From an optimization exercise on the open Yosys and OpenROAD flow, aimed at small area, a short achievable clock period and few clock cycles per item; shortcuts taken in it are not production practice. The RTL was checked by simulation tests, not by an equivalence proof against the original design.

===== design/flow/run.sh =====
#!/bin/bash
# synth_recipe.tcl (not shown) runs the flow's synth.tcl, then flattens the netlist and writes it again
# the make line also repeats each setting of config.mk as NAME=value (left out here)
make -C /OpenROAD-flow-scripts/flow DESIGN_CONFIG=/design/flow/config.mk WORK_HOME=/design/flow/orfs CLKGATE_MAP_FILE= SYNTH_SCRIPT=/design/flow/synth_recipe.tcl finish

===== design/flow/config.mk =====
export PLATFORM = sky130hd
export DESIGN_NAME = luxconv
export DESIGN_NICKNAME = luxconv
export VERILOG_FILES = /design/flow/design.v
export SDC_FILE = /design/flow/constraint.sdc
export NUM_CORES = 4
export LEC_CHECK = 0
export CAP_MARGIN = 20
export CORE_MARGIN = 2
export CORE_UTILIZATION = 40
export SETUP_SLACK_MARGIN = 5
export SLEW_MARGIN = 20
export SYNTH_MEMORY_MAX_BITS = 65536

===== design/flow/constraint.sdc =====
create_clock -name core_clock -period 12.0 [get_ports {clk}]
set_input_delay 2.4000 -clock core_clock [delete_from_list [all_inputs] [get_ports {clk}]]
set_output_delay 2.4000 -clock core_clock [all_outputs]
set_load 0.01 [all_outputs]

===== design/flow/design.v =====
module luxconv_rom (
    input  wire [7:0]  cy,
    input  wire [1:0]  gain,
    output wire [23:0] sc0,
    output wire [23:0] sc1
);
    reg [2:0] k;
    always @(*) begin
        casez (cy)
            8'b???????1: k = 3'd0;
            8'b??????10: k = 3'd1;
            8'b?????100: k = 3'd2;
            8'b????1000: k = 3'd3;
            8'b???10000: k = 3'd4;
            8'b??100000: k = 3'd5;
            8'b?1000000: k = 3'd6;
            default:     k = 3'd7;
        endcase
    end
    wire [7:0] m = cy >> k;
    reg [23:0] t_s;
    reg [16:0] t_s107, t_s115;
    always @(*) begin
        case (m[7:1])
            7'd0: begin t_s = 24'd9699328; t_s107 = 17'd90647; t_s115 = 17'd84341; end
            7'd1: begin t_s = 24'd3233109; t_s107 = 17'd30215; t_s115 = 17'd28113; end
            7'd2: begin t_s = 24'd1939865; t_s107 = 17'd18129; t_s115 = 17'd16868; end
            7'd3: begin t_s = 24'd1385618; t_s107 = 17'd12949; t_s115 = 17'd12048; end
            7'd4: begin t_s = 24'd1077703; t_s107 = 17'd10071; t_s115 = 17'd9371; end
            7'd5: begin t_s = 24'd881757; t_s107 = 17'd8240; t_s115 = 17'd7667; end
            7'd6: begin t_s = 24'd746102; t_s107 = 17'd6972; t_s115 = 17'd6487; end
            7'd7: begin t_s = 24'd646621; t_s107 = 17'd6043; t_s115 = 17'd5622; end
            7'd8: begin t_s = 24'd570548; t_s107 = 17'd5332; t_s115 = 17'd4961; end
            7'd9: begin t_s = 24'd510490; t_s107 = 17'd4770; t_s115 = 17'd4439; end
            7'd10: begin t_s = 24'd461872; t_s107 = 17'd4316; t_s115 = 17'd4016; end
            7'd11: begin t_s = 24'd421709; t_s107 = 17'd3941; t_s115 = 17'd3667; end
            7'd12: begin t_s = 24'd387973; t_s107 = 17'd3625; t_s115 = 17'd3373; end
            7'd13: begin t_s = 24'd359234; t_s107 = 17'd3357; t_s115 = 17'd3123; end
            7'd14: begin t_s = 24'd334459; t_s107 = 17'd3125; t_s115 = 17'd2908; end
            7'd15: begin t_s = 24'd312881; t_s107 = 17'd2924; t_s115 = 17'd2720; end
            7'd16: begin t_s = 24'd293919; t_s107 = 17'd2746; t_s115 = 17'd2555; end
            7'd17: begin t_s = 24'd277123; t_s107 = 17'd2589; t_s115 = 17'd2409; end
            7'd18: begin t_s = 24'd262144; t_s107 = 17'd2449; t_s115 = 17'd2279; end
            7'd19: begin t_s = 24'd248700; t_s107 = 17'd2324; t_s115 = 17'd2162; end
            7'd20: begin t_s = 24'd236568; t_s107 = 17'd2210; t_s115 = 17'd2057; end
            7'd21: begin t_s = 24'd225565; t_s107 = 17'd2108; t_s115 = 17'd1961; end
            7'd22: begin t_s = 24'd215540; t_s107 = 17'd2014; t_s115 = 17'd1874; end
            7'd23: begin t_s = 24'd206368; t_s107 = 17'd1928; t_s115 = 17'd1794; end
            7'd24: begin t_s = 24'd197945; t_s107 = 17'd1849; t_s115 = 17'd1721; end
            7'd25: begin t_s = 24'd190182; t_s107 = 17'd1777; t_s115 = 17'd1653; end
            7'd26: begin t_s = 24'd183006; t_s107 = 17'd1710; t_s115 = 17'd1591; end
            7'd27: begin t_s = 24'd176351; t_s107 = 17'd1648; t_s115 = 17'd1533; end
            7'd28: begin t_s = 24'd170163; t_s107 = 17'd1590; t_s115 = 17'd1479; end
            7'd29: begin t_s = 24'd164395; t_s107 = 17'd1536; t_s115 = 17'd1429; end
            7'd30: begin t_s = 24'd159005; t_s107 = 17'd1486; t_s115 = 17'd1382; end
            7'd31: begin t_s = 24'd153957; t_s107 = 17'd1438; t_s115 = 17'd1338; end
            7'd32: begin t_s = 24'd149220; t_s107 = 17'd1394; t_s115 = 17'd1297; end
            7'd33: begin t_s = 24'd144766; t_s107 = 17'd1352; t_s115 = 17'd1258; end
            7'd34: begin t_s = 24'd140569; t_s107 = 17'd1313; t_s115 = 17'd1222; end
            7'd35: begin t_s = 24'd136610; t_s107 = 17'd1276; t_s115 = 17'd1187; end
            7'd36: begin t_s = 24'd132867; t_s107 = 17'd1241; t_s115 = 17'd1155; end
            7'd37: begin t_s = 24'd129324; t_s107 = 17'd1208; t_s115 = 17'd1124; end
            7'd38: begin t_s = 24'd125965; t_s107 = 17'd1177; t_s115 = 17'd1095; end
            7'd39: begin t_s = 24'd122776; t_s107 = 17'd1147; t_s115 = 17'd1067; end
            7'd40: begin t_s = 24'd119744; t_s107 = 17'd1119; t_s115 = 17'd1041; end
            7'd41: begin t_s = 24'd116859; t_s107 = 17'd1092; t_s115 = 17'd1016; end
            7'd42: begin t_s = 24'd114109; t_s107 = 17'd1066; t_s115 = 17'd992; end
            7'd43: begin t_s = 24'd111486; t_s107 = 17'd1041; t_s115 = 17'd969; end
            7'd44: begin t_s = 24'd108981; t_s107 = 17'd1018; t_s115 = 17'd947; end
            7'd45: begin t_s = 24'd106586; t_s107 = 17'd996; t_s115 = 17'd926; end
            7'd46: begin t_s = 24'd104293; t_s107 = 17'd974; t_s115 = 17'd906; end
            7'd47: begin t_s = 24'd102098; t_s107 = 17'd954; t_s115 = 17'd887; end
            7'd48: begin t_s = 24'd99993; t_s107 = 17'd934; t_s115 = 17'd869; end
            7'd49: begin t_s = 24'd97973; t_s107 = 17'd915; t_s115 = 17'd851; end
            7'd50: begin t_s = 24'd96032; t_s107 = 17'd897; t_s115 = 17'd835; end
            7'd51: begin t_s = 24'd94168; t_s107 = 17'd880; t_s115 = 17'd818; end
            7'd52: begin t_s = 24'd92374; t_s107 = 17'd863; t_s115 = 17'd803; end
            7'd53: begin t_s = 24'd90647; t_s107 = 17'd847; t_s115 = 17'd788; end
            7'd54: begin t_s = 24'd88984; t_s107 = 17'd831; t_s115 = 17'd773; end
            7'd55: begin t_s = 24'd87381; t_s107 = 17'd816; t_s115 = 17'd759; end
            7'd56: begin t_s = 24'd85834; t_s107 = 17'd802; t_s115 = 17'd746; end
            7'd57: begin t_s = 24'd84341; t_s107 = 17'd788; t_s115 = 17'd733; end
            7'd58: begin t_s = 24'd82900; t_s107 = 17'd774; t_s115 = 17'd720; end
            7'd59: begin t_s = 24'd81506; t_s107 = 17'd761; t_s115 = 17'd708; end
            7'd60: begin t_s = 24'd80159; t_s107 = 17'd749; t_s115 = 17'd697; end
            7'd61: begin t_s = 24'd78856; t_s107 = 17'd736; t_s115 = 17'd685; end
            7'd62: begin t_s = 24'd77594; t_s107 = 17'd725; t_s115 = 17'd674; end
            7'd63: begin t_s = 24'd76372; t_s107 = 17'd713; t_s115 = 17'd664; end
            7'd64: begin t_s = 24'd75188; t_s107 = 17'd702; t_s115 = 17'd653; end
            7'd65: begin t_s = 24'd74040; t_s107 = 17'd691; t_s115 = 17'd643; end
            7'd66: begin t_s = 24'd72927; t_s107 = 17'd681; t_s115 = 17'd634; end
            7'd67: begin t_s = 24'd71846; t_s107 = 17'd671; t_s115 = 17'd624; end
            7'd68: begin t_s = 24'd70798; t_s107 = 17'd661; t_s115 = 17'd615; end
            7'd69: begin t_s = 24'd69779; t_s107 = 17'd652; t_s115 = 17'd606; end
            7'd70: begin t_s = 24'd68789; t_s107 = 17'd642; t_s115 = 17'd598; end
            7'd71: begin t_s = 24'd67827; t_s107 = 17'd633; t_s115 = 17'd589; end
            7'd72: begin t_s = 24'd66891; t_s107 = 17'd625; t_s115 = 17'd581; end
            7'd73: begin t_s = 24'd65981; t_s107 = 17'd616; t_s115 = 17'd573; end
            7'd74: begin t_s = 24'd65096; t_s107 = 17'd608; t_s115 = 17'd566; end
            7'd75: begin t_s = 24'd64233; t_s107 = 17'd600; t_s115 = 17'd558; end
            7'd76: begin t_s = 24'd63394; t_s107 = 17'd592; t_s115 = 17'd551; end
            7'd77: begin t_s = 24'd62576; t_s107 = 17'd584; t_s115 = 17'd544; end
            7'd78: begin t_s = 24'd61779; t_s107 = 17'd577; t_s115 = 17'd537; end
            7'd79: begin t_s = 24'd61002; t_s107 = 17'd570; t_s115 = 17'd530; end
            7'd80: begin t_s = 24'd60244; t_s107 = 17'd563; t_s115 = 17'd523; end
            7'd81: begin t_s = 24'd59505; t_s107 = 17'd556; t_s115 = 17'd517; end
            7'd82: begin t_s = 24'd58783; t_s107 = 17'd549; t_s115 = 17'd511; end
            7'd83: begin t_s = 24'd58079; t_s107 = 17'd542; t_s115 = 17'd505; end
            7'd84: begin t_s = 24'd57392; t_s107 = 17'd536; t_s115 = 17'd499; end
            7'd85: begin t_s = 24'd56721; t_s107 = 17'd530; t_s115 = 17'd493; end
            7'd86: begin t_s = 24'd56065; t_s107 = 17'd523; t_s115 = 17'd487; end
            7'd87: begin t_s = 24'd55424; t_s107 = 17'd517; t_s115 = 17'd481; end
            7'd88: begin t_s = 24'd54798; t_s107 = 17'd512; t_s115 = 17'd476; end
            7'd89: begin t_s = 24'd54186; t_s107 = 17'd506; t_s115 = 17'd471; end
            7'd90: begin t_s = 24'd53587; t_s107 = 17'd500; t_s115 = 17'd465; end
            7'd91: begin t_s = 24'd53001; t_s107 = 17'd495; t_s115 = 17'd460; end
            7'd92: begin t_s = 24'd52428; t_s107 = 17'd489; t_s115 = 17'd455; end
            7'd93: begin t_s = 24'd51868; t_s107 = 17'd484; t_s115 = 17'd451; end
            7'd94: begin t_s = 24'd51319; t_s107 = 17'd479; t_s115 = 17'd446; end
            7'd95: begin t_s = 24'd50781; t_s107 = 17'd474; t_s115 = 17'd441; end
            7'd96: begin t_s = 24'd50255; t_s107 = 17'd469; t_s115 = 17'd437; end
            7'd97: begin t_s = 24'd49740; t_s107 = 17'd464; t_s115 = 17'd432; end
            7'd98: begin t_s = 24'd49235; t_s107 = 17'd460; t_s115 = 17'd428; end
            7'd99: begin t_s = 24'd48740; t_s107 = 17'd455; t_s115 = 17'd423; end
            7'd100: begin t_s = 24'd48255; t_s107 = 17'd450; t_s115 = 17'd419; end
            7'd101: begin t_s = 24'd47779; t_s107 = 17'd446; t_s115 = 17'd415; end
            7'd102: begin t_s = 24'd47313; t_s107 = 17'd442; t_s115 = 17'd411; end
            7'd103: begin t_s = 24'd46856; t_s107 = 17'd437; t_s115 = 17'd407; end
            7'd104: begin t_s = 24'd46408; t_s107 = 17'd433; t_s115 = 17'd403; end
            7'd105: begin t_s = 24'd45968; t_s107 = 17'd429; t_s115 = 17'd399; end
            7'd106: begin t_s = 24'd45536; t_s107 = 17'd425; t_s115 = 17'd395; end
            7'd107: begin t_s = 24'd45113; t_s107 = 17'd421; t_s115 = 17'd392; end
            7'd108: begin t_s = 24'd44697; t_s107 = 17'd417; t_s115 = 17'd388; end
            7'd109: begin t_s = 24'd44289; t_s107 = 17'd413; t_s115 = 17'd385; end
            7'd110: begin t_s = 24'd43888; t_s107 = 17'd410; t_s115 = 17'd381; end
            7'd111: begin t_s = 24'd43494; t_s107 = 17'd406; t_s115 = 17'd378; end
            7'd112: begin t_s = 24'd43108; t_s107 = 17'd402; t_s115 = 17'd374; end
            7'd113: begin t_s = 24'd42728; t_s107 = 17'd399; t_s115 = 17'd371; end
            7'd114: begin t_s = 24'd42355; t_s107 = 17'd395; t_s115 = 17'd368; end
            7'd115: begin t_s = 24'd41988; t_s107 = 17'd392; t_s115 = 17'd365; end
            7'd116: begin t_s = 24'd41628; t_s107 = 17'd389; t_s115 = 17'd361; end
            7'd117: begin t_s = 24'd41273; t_s107 = 17'd385; t_s115 = 17'd358; end
            7'd118: begin t_s = 24'd40925; t_s107 = 17'd382; t_s115 = 17'd355; end
            7'd119: begin t_s = 24'd40582; t_s107 = 17'd379; t_s115 = 17'd352; end
            7'd120: begin t_s = 24'd40246; t_s107 = 17'd376; t_s115 = 17'd349; end
            7'd121: begin t_s = 24'd39914; t_s107 = 17'd373; t_s115 = 17'd347; end
            7'd122: begin t_s = 24'd39589; t_s107 = 17'd369; t_s115 = 17'd344; end
            7'd123: begin t_s = 24'd39268; t_s107 = 17'd366; t_s115 = 17'd341; end
            7'd124: begin t_s = 24'd38953; t_s107 = 17'd364; t_s115 = 17'd338; end
            7'd125: begin t_s = 24'd38642; t_s107 = 17'd361; t_s115 = 17'd336; end
            7'd126: begin t_s = 24'd38337; t_s107 = 17'd358; t_s115 = 17'd333; end
            7'd127: begin t_s = 24'd38036; t_s107 = 17'd355; t_s115 = 17'd330; end
        endcase
    end
    wire [3:0]  sh = {1'b0, k} + ((gain == 2'd1) ? 4'd3 : (gain == 2'd2) ? 4'd4 : 4'd0);
    wire [23:0] v0 = (gain == 2'd3) ? {7'd0, t_s107} : t_s;
    wire [23:0] v1 = (gain == 2'd3) ? {7'd0, t_s115} : t_s;
    wire        zero = (cy == 8'd0);
    assign sc0 = zero ? 24'd0 : (v0 >> sh);
    assign sc1 = zero ? 24'd0 : (v1 >> sh);
endmodule
module luxconv (
    input  wire        clk,
    input  wire        rst,
    input  wire        req_valid,
    input  wire [1:0]  req_gain,
    input  wire [7:0]  req_cycles,
    input  wire [15:0] req_ch1,
    input  wire [15:0] req_ch0,
    output wire        req_ready,
    output wire        rsp_valid,
    output reg  [3:0]  rsp_status,
    output reg  [23:0] rsp_lux,
    output reg  [2:0]  obs_band,
    output wire [32:0] obs_ratio,
    output wire [23:0] obs_chn0,
    output wire [23:0] obs_chn1,
    output reg  [23:0] obs_scale0,
    output reg  [23:0] obs_scale1,
    output reg  [1:0]  phase
);
    localparam PH_IDLE = 2'd0, PH_BUSY = 2'd1, PH_DONE = 2'd2;
    localparam [3:0] ST_VALID  = 4'b0001,
                     ST_DEGEN  = 4'b0011,
                     ST_NEG    = 4'b0101,
                     ST_CFGERR = 4'b1001;
    localparam [15:0] B1 = 16'd8520,  M1 = 16'd15729;
    localparam [15:0] B2 = 16'd10807, M2 = 16'd23344;
    localparam [15:0] B3 = 16'd6383,  M3 = 16'd11705;
    localparam [15:0] B4 = 16'd4063,  M4 = 16'd6554;
    localparam [2:0] S_MUL0  = 3'd0,
                     S_MUL1  = 3'd1,
                     S_DIV   = 3'd2,
                     S_LUX1  = 3'd3,
                     S_LUX2  = 3'd4;
    reg  [2:0]  step;
    reg  [15:0] ch1;
    reg  [23:0] chn0, chn1;
    reg  [23:0] rem;
    reg  [25:0] d3;          
    reg  [35:0] quo;
    reg  [38:0] prod_m;
    reg         dinit;       
    reg         f_q256;      
    reg         f_q4k;       
    reg         f_q16m;      
    reg  [3:0]  dcnt;        
    reg         lux_done;    
    reg         lux_try;     
    reg         op_lux1, op_lux2;
    reg  [23:0] ma;
    reg  [8:0]  bd_one, bd_two, bd_neg;
    assign req_ready = (phase != PH_BUSY);
    assign rsp_valid = (phase == PH_DONE);
    assign obs_chn0  = chn0;
    assign obs_chn1  = chn1;
    assign obs_ratio = quo[33:1] + {32'd0, quo[0]};
    wire issue = req_valid && req_ready;
    wire [23:0] sc0, sc1;
    luxconv_rom u_rom (.cy(req_cycles), .gain(req_gain), .sc0(sc0), .sc1(sc1));
    function [2:0] band_of;
        input [35:0] q;
        begin
            if (q <= 36'd308)      band_of = 3'd1;
            else if (q <= 36'd390) band_of = 3'd2;
            else if (q <= 36'd460) band_of = 3'd3;
            else if (q <= 36'd552) band_of = 3'd4;
            else                   band_of = 3'd5;
        end
    endfunction
    function [15:0] coef_m_of;
        input [2:0] band;
        begin
            case (band)
                3'd1:    coef_m_of = M1;
                3'd2:    coef_m_of = M2;
                3'd3:    coef_m_of = M3;
                3'd4:    coef_m_of = M4;
                default: coef_m_of = 16'd0;
            endcase
        end
    endfunction
    function [15:0] coef_b_of;
        input [2:0] band;
        begin
            case (band)
                3'd1:    coef_b_of = B1;
                3'd2:    coef_b_of = B2;
                3'd3:    coef_b_of = B3;
                3'd4:    coef_b_of = B4;
                default: coef_b_of = 16'd0;
            endcase
        end
    endfunction
    function [26:0] booth_enc;
        input [15:0] b;
        reg   [18:0] bx;
        reg   [2:0]  t;
        integer j;
        begin
            bx = {2'b00, b, 1'b0};
            for (j = 0; j < 9; j = j + 1) begin
                t = bx[2*j +: 3];
                booth_enc[j]      = t[0] ^ t[1];
                booth_enc[9 + j]  = (t == 3'b011) || (t == 3'b100);
                booth_enc[18 + j] = t[2] && !(t[1] && t[0]);
            end
        end
    endfunction
    localparam [41:0] BOOTH_K = 42'h3FFFFFFFFFF - 42'h2AAAA000000 + 42'd1;
    reg  [41:0] acc, negs;
    reg  [25:0] b_mag, b_w;
    integer i;
    always @(*) begin
        acc  = (op_lux2 ? (BOOTH_K + 42'd32769) : BOOTH_K)
             + ({42{op_lux2}} & ~{3'd0, prod_m});
        negs = 42'd0;
        for (i = 0; i < 9; i = i + 1) begin
            b_mag = bd_one[i] ? {2'b00, ma} : (bd_two[i] ? {1'b0, ma, 1'b0} : 26'd0);
            b_w   = b_mag ^ {26{bd_neg[i]}};
            acc   = acc + ({16'd0, ~bd_neg[i], b_w[24:0]} << (2*i));
            negs[2*i] = bd_neg[i];
        end
        acc = acc + negs;
    end
    wire [23:0] chn1_new = acc[39:16];
    wire n_q256 = ({chn1_new, 2'd0} < {2'd0, chn0});
    wire n_q4k  = (chn1_new[23:2]  < chn0);
    wire n_q16m = (chn1_new[23:14] < chn0);
    reg [23:0] r_in;
    reg [35:0] q_in;
    always @(*) begin
        if (!dinit) begin
            r_in = rem;
            q_in = quo;
        end else if (f_q256) begin
            r_in = {chn1[21:0], 2'd0};   q_in = 36'd0;
        end else if (f_q4k) begin
            r_in = {2'd0, chn1[23:2]};   q_in = {chn1[1:0], 34'd0};
        end else if (f_q16m) begin
            r_in = {14'd0, chn1[23:14]}; q_in = {chn1[13:0], 22'd0};
        end else begin
            r_in = 24'd0;                q_in = {2'd0, chn1, 10'd0};
        end
    end
    reg [23:0] r_st [0:2];
    reg [35:0] q_st [0:2];
    reg [25:0] r_sh;
    reg [26:0] t1, t2, t3;
    integer k;
    always @(*) begin
        r_st[0] = r_in;
        q_st[0] = q_in;
        for (k = 0; k < 2; k = k + 1) begin
            r_sh = {r_st[k], q_st[k][35:34]};
            t1 = {1'b0, r_sh} - {3'b000, chn0};
            t2 = {1'b0, r_sh} - {2'b00, chn0, 1'b0};
            t3 = {1'b0, r_sh} - {1'b0, d3};
            if (!t3[26]) begin
                r_st[k+1] = t3[23:0]; q_st[k+1] = {q_st[k][33:0], 2'b11};
            end else if (!t2[26]) begin
                r_st[k+1] = t2[23:0]; q_st[k+1] = {q_st[k][33:0], 2'b10};
            end else if (!t1[26]) begin
                r_st[k+1] = t1[23:0]; q_st[k+1] = {q_st[k][33:0], 2'b01};
            end else begin
                r_st[k+1] = r_sh[23:0]; q_st[k+1] = {q_st[k][33:0], 2'b00};
            end
        end
    end
    wire [3:0] dleft = dinit ? (f_q256 ? 4'd1 : f_q4k ? 4'd2 : f_q16m ? 4'd5 : 4'd8)
                             : (dcnt - 4'd1);
    wire q512 = ({chn1, 1'd0} < {1'd0, chn0});
    wire q768 = ({chn1, 2'd0} >= d3);
    wire [2:0] band_first = q768 ? 3'd5 : q512 ? 3'd2 : 3'd5;
    wire [29:0] qw = q_st[1][29:0];
    wire try_ok = (band_of({qw, 6'd0}) == obs_band) && (band_of({qw, 6'd63}) == obs_band);
    wire [2:0] band_guess = band_of({qw, 6'd32});
    wire [2:0] band_fin   = band_of(quo);
    wire       try_fail   = op_lux1 && lux_try && !try_ok;
    wire       at_first = (step == S_DIV) && dinit;
    wire       lux_again = at_first && !f_q256;
    wire [2:0] band_next = at_first ? band_first
                         : (step == S_DIV) ? band_guess : band_fin;
    always @(posedge clk) begin
        if (issue) begin
            ma <= sc0;
            {bd_neg, bd_two, bd_one} <= booth_enc(req_ch0);
        end else if (step == S_MUL0) begin
            ma <= obs_scale1;
            {bd_neg, bd_two, bd_one} <= booth_enc(ch1);
        end else if (step == S_MUL1) begin
            ma <= chn1_new;
            {bd_neg, bd_two, bd_one} <= booth_enc(M1);
        end else if (op_lux1 && !try_fail && !lux_again) begin
            ma <= chn0;
            {bd_neg, bd_two, bd_one} <= booth_enc(coef_b_of(obs_band));
        end else begin
            ma <= chn1;
            {bd_neg, bd_two, bd_one} <= booth_enc(coef_m_of(band_next));
        end
    end
    always @(posedge clk) begin
        prod_m <= acc[38:0];
        rem    <= r_st[2];
        d3     <= {2'd0, chn0} + {1'd0, chn0, 1'd0};
    end
    always @(posedge clk) begin
        if (rst) begin
            phase <= PH_IDLE;
        end else if (issue) begin
            ch1        <= req_ch1;
            obs_scale0 <= sc0;
            obs_scale1 <= sc1;
            chn0       <= 24'd0;
            chn1       <= 24'd0;
            quo        <= 36'd0;
            obs_band   <= 3'd0;
            rsp_lux    <= 24'd0;
            step       <= S_MUL0;
            op_lux1    <= 1'b0;
            op_lux2    <= 1'b0;
            lux_done   <= 1'b0;
            if (req_cycles == 8'd0) begin
                phase      <= PH_DONE;
                rsp_status <= ST_CFGERR;
            end else begin
                phase      <= PH_BUSY;
                rsp_status <= 4'd0;
            end
        end else if (phase == PH_BUSY) begin
            if (op_lux2) begin
                if (acc[41]) begin
                    rsp_status <= ST_NEG;
                    rsp_lux    <= 24'd0;
                end else begin
                    rsp_status <= ST_VALID;
                    rsp_lux    <= acc[39:16];
                end
            end
            op_lux1 <= 1'b0;
            op_lux2 <= op_lux1;
            case (step)
                S_MUL0: begin
                    chn0 <= acc[39:16];
                    step <= S_MUL1;
                end
                S_MUL1: begin
                    chn1     <= chn1_new;
                    f_q256   <= n_q256;
                    f_q4k    <= n_q4k;
                    f_q16m   <= n_q16m;
                    dinit    <= 1'b1;
                    step     <= S_DIV;
                    op_lux1  <= 1'b1;
                    obs_band <= 3'd1;
                    lux_try  <= 1'b0;
                    if (chn0 == 24'd0) begin
                        phase      <= PH_DONE;
                        rsp_status <= ST_DEGEN;
                        obs_band   <= 3'd0;
                    end
                end
                S_DIV: begin
                    if (op_lux2)
                        lux_done <= 1'b1;
                    if (lux_again) begin
                        op_lux1  <= 1'b1;
                        op_lux2  <= 1'b0;
                        obs_band <= band_next;
                        lux_try  <= !q768;
                    end
                    if (try_fail) begin
                        op_lux1  <= 1'b1;
                        op_lux2  <= 1'b0;
                        lux_try  <= 1'b0;
                        obs_band <= band_next;
                    end
                    dinit <= 1'b0;
                    quo   <= q_st[2];
                    dcnt  <= dleft;
                    if (dleft == 4'd0) begin
                        if (lux_done || op_lux2)
                            phase <= PH_DONE;
                        else
                            step  <= S_LUX2;
                    end
                end
                S_LUX1: begin
                    step <= S_LUX2;
                end
                default: begin
                    if (band_fin == obs_band) begin
                        phase <= PH_DONE;
                    end else begin
                        obs_band <= band_fin;
                        step     <= S_LUX1;
                        op_lux1  <= 1'b1;
                    end
                end
            endcase
        end
    end
endmodule

==> results.cfg <==
[min_path]
hold_path_class = reg -> reg
holdPathStages = 2

[global_routing]
grt_pass1_vias = 46360
grt_pass1_wl_mm = 329.0
antenna_found_initial = 9
grtUsageTotal_pct = 38.17
grt_max_degree = 111
grt.overflow.total = 0

[drt]
routed-wl-met3_mm = 32.69
firstDrtPassIters = 9
dr.max_layer_used = met5
finalWirelength_mm = 234.1
vias_per_cell = 6.603
drcViolationCount = 0
met2_length_mm = 94.36
wire_per_inst_um = 31.00
wl_met1_mm = 91.33
dr_total_vias = 49850
first_iter_violations = 6906
antenna_left = 0

[setup_path]
cp_num_cells = 26
worst-path-max-fanout = 8
cp-endpoint = rem[10]$_DFF_P_
worst_r2r_path_depth = 26
critPathSlowestCell = edfxtp_1
max_stage_delay_ns = 0.99
rrSetupSlack_ns = 4.47
worstPathArrival_ns = 8.08
cp.required_ns = 12.55
r2r_end = rem[10]$_DFF_P_
worst-path-buf-inv = 3
endpoint_kind = flip-flop
r2r-start = chn1[20]$_SDFFCE_PP0P_
crit_family = compound AO/OA/AOI/OAI gates
crit_type = reg -> reg
startpoint = chn1[20]$_SDFFCE_PP0P_
crit_path_start_kind = flip-flop

[timing]
finalHoldViolCount = 0
drv_slew = 0
timing.final.crit_share_pct = 62.72
finalCriticalPeriod_ns = 7.527
rsz0062_at_grt = yes
fin_skew_ns = 0.06360
whs_ns = 0.5118
worst_slack_ns = 4.473
finalSetupViolCount = 0
slew-limit-headroom_pct = 22.37
setup_tns_ns = 0
tightest_slew_ns = 1.160
max_freq_ghz = 0.1329

[floorplan]
start_util_pct = 40.16
io_pins = 209
fp.dieW_um = 342.1
die_y_um = 342.1
die-area_sq_mm = 0.1171
core_area_sq_mm = 0.1139
num_rows = 124

[synth]
synth_warnings = 4
ys_seq_elements = 334
syn_nets = 6392
synth_edf_count = 194
synth_area_sq_mm = 0.04574
synthDominantCellAreaShare_pct = 13.16
synth-seq-area-share_pct = 18.86
synth_top_cell_by_area = ha_1
syn_inst = 5658
async_reset_ff_share_pct = 0
synthFlopType = edfxtp_1
synthTopCellsByArea = ha_1, edfxtp_1, fa_1, dfxtp_1, xnor2_1
ys_top_cells_by_count = ha_1, nor2_1, nand2_1
syn_avg_cell_area_sq_um = 8.084
yosysUniqueCellTypes = 119

[placed_design]
dp_hpwl_mm = 165.9
place_inst = 7160
post-place-ws_ns = 2.405
place.gp.congestion = 1.124
io_buffers = 208

[run_status]
status = timing/DRC/antenna clean

[flow_run]
drv_cap = 0

[final_layout]
drive_above_1_share_pct = 18.50
syn_to_final_growth_pct = 25.48
fin_util_pct = 50.40
layout.filler_cells = 10840
finalNonFillerCells = 7550
nets = 6731

[clocking]
cts_hold_buf = 0
tritoncts = done
clock-sinks = 334
numCtsBuffers = 44
cts-root-buf = clkbuf_16
clk_pin_slew_ns = 0.06
insertion_delay_ns = 0.65
htreeDepth = 2
cts_buffer_depth = 3
## cell families after synthesis
group,synth area share (%)
fa+ha+maj,22.31
mux,2.043
simple gates,16.06
compound gates,26.34
xor+xnor,7.583
buf+inv,6.801
flops,18.86
## state kept, by name, indices dropped and copies added (netlist names), 2 cells and up
register,count
step,3
rem,24
chn1,24
bd_one,9
ch1,16
obs_band,3
bd_neg,8
bd_two,8
chn0,24
ma,24
phase,2
d3,26
obs_scale1,24
obs_scale0,24
prod_m,39
dcnt,4
quo,36
rsp_lux,24
rsp_status,4
## cells in the final DEF (no fill, tap or decap), types with 68 or more instances in the layout
cell,Yosys,layout
nand2_1,458,444
inv_1,391,363
a22oi_1,176,153
xor2_1,91,83
dfxtp_1,140,101
nand3_1,124,113
a21oi_1,385,329
buf_4,20,343
fa_1,208,187
clkdlybuf4s50_1,0,201
ha_1,481,427
nor2_1,481,425
edfxtp_1,194,194
xnor2_1,305,290
a21o_1,105,102
o211ai_1,88,88
nor3_1,123,114
a211oi_1,87,68
o21ai_0,351,293
a31oi_1,84,79
## worst min-delay path: cells and delay by family (launching register included)
family / cells / cell delay, ns
DFF: 1 / 0.34
AOI/OAI and AO/OA: 2 / 0.18
## routing by layer
layer / track usage, % / up-vias
li1: - / 21310
met1: 50.67 / 24110
met2: 53.69 / 3540
met3: 13.44 / 881
met4: 20.90 / 12
met5: 0 / -
## through the flow
| stage | area [sq um] |
|---|---|
| floorplan | 46340 |
| global placement | 49860 |
| detailed placement | 49890 |
| CTS | 55410 |
| global route | 57380 |
| finish | 57390 |
## worst min path at each step
| stage | startpoint | to | slack (ns) |
|---|---|---|---|
| after global routing | obs_scale1[6]$_SDFFCE_PP0P_ | ma[6]$_DFF_P_ | 0.57 |
| after global placement | prod_m[0]$_DFF_P_ | prod_m[0]$_DFF_P_ | 0.52 |
| after detailed placement | phase[0]$_SDFFE_PP0P_ | phase[0]$_SDFFE_PP0P_ | 0.54 |
| after floorplan | phase[0]$_SDFFE_PP0P_ | phase[0]$_SDFFE_PP0P_ | 0.49 |
| after CTS | obs_scale1[17]$_SDFFCE_PP0P_ | ma[17]$_DFF_P_ | 0.50 |
| final | obs_scale1[17]$_SDFFCE_PP0P_ | ma[17]$_DFF_P_ | 0.51 |
## area by class of cell
cell class / instances / area (sq um) / share of cell area (%)
clock inverter: 27 / 367.9 / 0.6409
multi-input combinational: 4554 / 37030 / 64.52
timing repair buffer: 662 / 6578 / 11.46
inverter: 401 / 1594 / 2.777
clock buffer: 55 / 1172 / 2.043
tap: 1512 / 1892 / 3.296
antenna: 5 / 12.51 / 0.02180
sequential: 334 / 8750 / 15.24
## what timing repair did
item	CTS	global route
gates cloned	21	7
endpoints found under the setup margin	175	121
resized for setup	483	251
setup buffers	180	94
pin swaps	194	126
Testbench counts, summed over its fixed seeds: cycles 9,111, items 1,600.

-- separate check: timing with driven ports --
The results above use ideal ports. As a check the final layout listed here was re-extracted and re-timed, cells and wires unchanged. Step 1 sets driving cells, clkbuf_16 on the clock port and buf_2 on the other inputs (assumed; they add their load-dependent delay and slew). Step 2 times the ports against the registers' clock, not the clock port: input delays grow and output delays shrink by t, the midpoint of the rising clock arrivals with the driver on. a / b / c = ideal ports / drivers / drivers and shift; a / b = the first two.
t, ns: 0.698
setup WS [ns]: 4.473 / 4.473 / 4.336
hold slack, ns: 0.512 / 0.512 / 0.512
After both steps this run still meets setup and hold. The setup slack of this run moves by 0.000 ns with the drivers and by -0.137 ns with both steps.
